Background: an optimization exercise with open tools, aiming at small area, a short achievable clock period and few clock cycles per item. Do not read the settings as production practice.
Function was checked by simulation only, so behaviour that the tests miss may differ from the original.

## south
## feistel_round_engine
module feistel_round_engine (
    input  wire        clk,
    input  wire        rst,         
    input  wire        bus_we,
    input  wire        bus_re,
    input  wire [6:0]  bus_addr,
    input  wire [31:0] bus_wdata,
    output reg  [31:0] bus_rdata
);
==> flow/config.mk <==
export PLATFORM = sky130hd
export DESIGN_NAME = feistel_round_engine
export DESIGN_NICKNAME = feistel_round_engine
export VERILOG_FILES = /design/flow/design.v
export SDC_FILE = /design/flow/constraint.sdc
export NUM_CORES = 4
export LEC_CHECK = 0
export CAP_MARGIN = 20
export CELL_PAD_IN_SITES_DETAIL_PLACEMENT = 1
export CELL_PAD_IN_SITES_GLOBAL_PLACEMENT = 2
export CORE_MARGIN = 2
export CORE_UTILIZATION = 55
export SLEW_MARGIN = 20
==> flow/constraint.sdc <==
create_clock -name core_clock -period 10.0 [get_ports {clk}]
set_input_delay 2.0000 -clock core_clock [delete_from_list [all_inputs] [get_ports {clk}]]
set_output_delay 2.0000 -clock core_clock [all_outputs]
set_load 0.01 [all_outputs]
run.sh (not shown) runs the stock make flow with config.mk's settings and CLKGATE_MAP_FILE= SYNTH_SCRIPT=/design/flow/synth_recipe.tcl, a recipe that flattens the netlist after the stock synthesis.
Status: south FAILED at 3_1_place_gp_skip_io (tool error)
Testbench counts of south, summed over its fixed seeds: cycles 13,600, items 96.
For west, these inputs were changed with respect to south:
--- a/flow/design.v
+++ b/flow/design.v
@@ -21,18 +21,19 @@
     reg [255:0] din_q;     
     reg [255:0] kin_q;
     reg [255:0] dout_q;    
     reg [255:0] key_q;     
     reg [127:0] rc_q;      
     reg [7:0]   cnt_q;     
     reg         ph_q;      
     reg         fst_q;     
     reg [127:0] sk_q;      
+    reg [23:0]  p0_q;      
     wire       busy   = (status_q == ST_BUSY);
     wire [1:0] vr     = cmd_q[6:5];
     wire       dec    = cmd_q[0];
     wire       wide   = vr[1];
     wire       v0     = (vr == 2'd0);
     wire       last   = (cnt_q == 8'd0);
     reg        fwd_q;                            
     wire       fwd    = fwd_q;
     wire       fin    = last && ph_q;
@@ -138,32 +139,33 @@
                        v0   ? {kb[28], kb[27], kb[26], kb[25], kb[24], kb[23], kb[22], kb[21],
                                kb[20], kb[19], kb[18], kb[17], kb[10], kb[9], kb[8], kb[7]} :
                               {kb[28], kb[27], kb[26], kb[25], kb[24], kb[23], kb[22], kb[21],
                                kb[20], kb[19], kb[18], kb[17], kb[14], kb[13], kb[12], kb[11]};
     wire [127:0] x1  = fwd ? a1f : key_q[127:0];
     wire [127:0] y   = rc_q;
     wire         cin = !fwd;
     wire [105:0] add1lo = {1'b0, x1[103:0], 1'b1} + {1'b0, y[103:0], cin};
     wire         c104   = add1lo[105];
-    wire [23:0]  p0     = x1[127:104] + y[127:104];
+    wire [23:0]  p0     = fwd ? p0_q : x1[127:104] + y[127:104];
     wire [23:0]  p1     = p0 + 24'd1;
     assign sum1 = {c104 ? p1 : p0, add1lo[104:1]};
     wire [127:0] a2f_e = wide ? {k1f2[28], k1f2[27], k1f2[26], k1f2[25], k1f2[24], k1f2[23], k1f2[22],
                                  k1f2[21], k1f2[20], k1f2[19], k1f2[18], k1f2[17], k1f2[16], 24'd0} :
                          v0   ? {96'd0, k1f0[10], k1f0[9], k1f0[8], k1f0[7]} :
                                 {96'd0, k1f1[14], k1f1[13], k1f1[12], k1f1[11]};
     wire [24:0]  t1lo  = {key_q[23:0], 1'b1} + {rc_q[23:0], 1'b1};
     wire [127:0] s2b_x = wide ? {t1lo[24:1], k1b2[12], k1b2[11], k1b2[10], k1b2[9], k1b2[8], k1b2[7], k1b2[6],
                                  k1b2[5], k1b2[4], k1b2[3], k1b2[2], k1b2[1], k1b2[0]} :
                          v0   ? {96'd0, k1b0[3], k1b0[2], k1b0[1], k1b0[0]} :
                                 {96'd0, k1b1[3], k1b1[2], k1b1[1], k1b1[0]};
-    wire [127:0] x2  = fwd ? (a2f_e | {104'd0, wide ? p0 : 24'd0}) : s2b_x;
-    wire [127:0] x2c = a2f_e | {104'd0, p1};
+    wire [23:0]  p1q = p0_q + 24'd1;
+    wire [127:0] x2  = fwd ? (a2f_e | {104'd0, wide ? p0_q : 24'd0}) : s2b_x;
+    wire [127:0] x2c = a2f_e | {104'd0, p1q};
     wire [127:0] kd  = {DELTA128[127:32], wide ? DELTA128[31:0] : DELTA32};
     wire [127:0] cs_s  = x2 ^ y ^ kd;
     wire [127:0] cs_c  = (x2 & y) | (x2 & kd) | (y & kd);
     wire [127:0] cs_sc = x2c ^ y ^ kd;
     wire [127:0] cs_cc = (x2c & y) | (x2c & kd) | (y & kd);
     wire [127:0] e2  = cs_s + {cs_c[126:0], cin};
     wire [127:0] e2c = cs_sc + {cs_cc[126:0], cin};
     assign sum2 = (wide && fwd && c104) ? e2c : e2;
     wire [127:0] sb_b = wide ? {k1b2[15], k1b2[14], k1b2[13], k1b2[12], k1b2[11], k1b2[10], k1b2[9], k1b2[8],
@@ -271,34 +273,37 @@
     always @(posedge clk) begin
         if (rst) begin
             cmd_q    <= 32'd0;
             status_q <= ST_IDLE;
             err_q    <= ERR_NONE;
             dout_q   <= 256'd0;
             key_q    <= 256'd0;
             rc_q     <= 128'd0;
             sk_q     <= 128'd0;
+            p0_q     <= 24'd0;
         end else if (busy) begin
             key_q <= key_next;
             rc_q  <= fin ? 128'd0 : rc_step;
             sk_q  <= fin ? 128'd0 : lanes_of(wide, sk_int);
+            p0_q  <= fin ? 24'd0 : sum1[79:56] + rc_step[127:104];
             if (fin)
                 status_q <= ST_DONE;
             if (wide) begin
                 if (weA) dout_q[127:0]   <= blk_new[127:0];
                 if (weB) dout_q[255:128] <= blk_new[255:128];
             end else begin
                 if (weA) dout_q[31:0]    <= blk_new[31:0];
                 if (weB) dout_q[63:32]   <= blk_new[63:32];
             end
         end else begin
             key_q <= key_next;
             sk_q  <= 128'd0;
+            p0_q  <= w_run ? kin_q[231:208] + DELTA128[127:104] : 24'd0;
             rc_q  <= w_run ? {DELTA128[127:32], w_var[1] ? DELTA128[31:0] : DELTA32} : 128'd0;
             if (wr_cmd) begin
                 cmd_q <= bus_wdata;
                 if (w_bad) begin
                     status_q <= ST_ERROR;
                     err_q    <= ERR_VAR;
                 end else if (!w_len) begin
                     status_q <= ST_ERROR;
                     err_q    <= ERR_LEN;
==> comparison <==
Diff south and west: synthesis-stage register bit count higher in west. On post-synthesis average cell area, south tracks west almost exactly. In west relative to south, number of unique standard cell types used by synthesis had gone down by a little under 10%. Count of standard-cell rows (west over south): increase, 2. south → west: height of the die climbed 5.1 µm, number of instances in the synthesized netlist climbed 293, summed instance area of the synthesized netlist climbed 2.1%. west: it failed during 3_1_place_gp_skip_io, and the tool reported GPL-0301. Between west and south, the post-synthesis compound-gate area fraction does not differ in any meaningful way.
Testbench counts of west, summed over its fixed seeds: cycles 13,600, items 96.
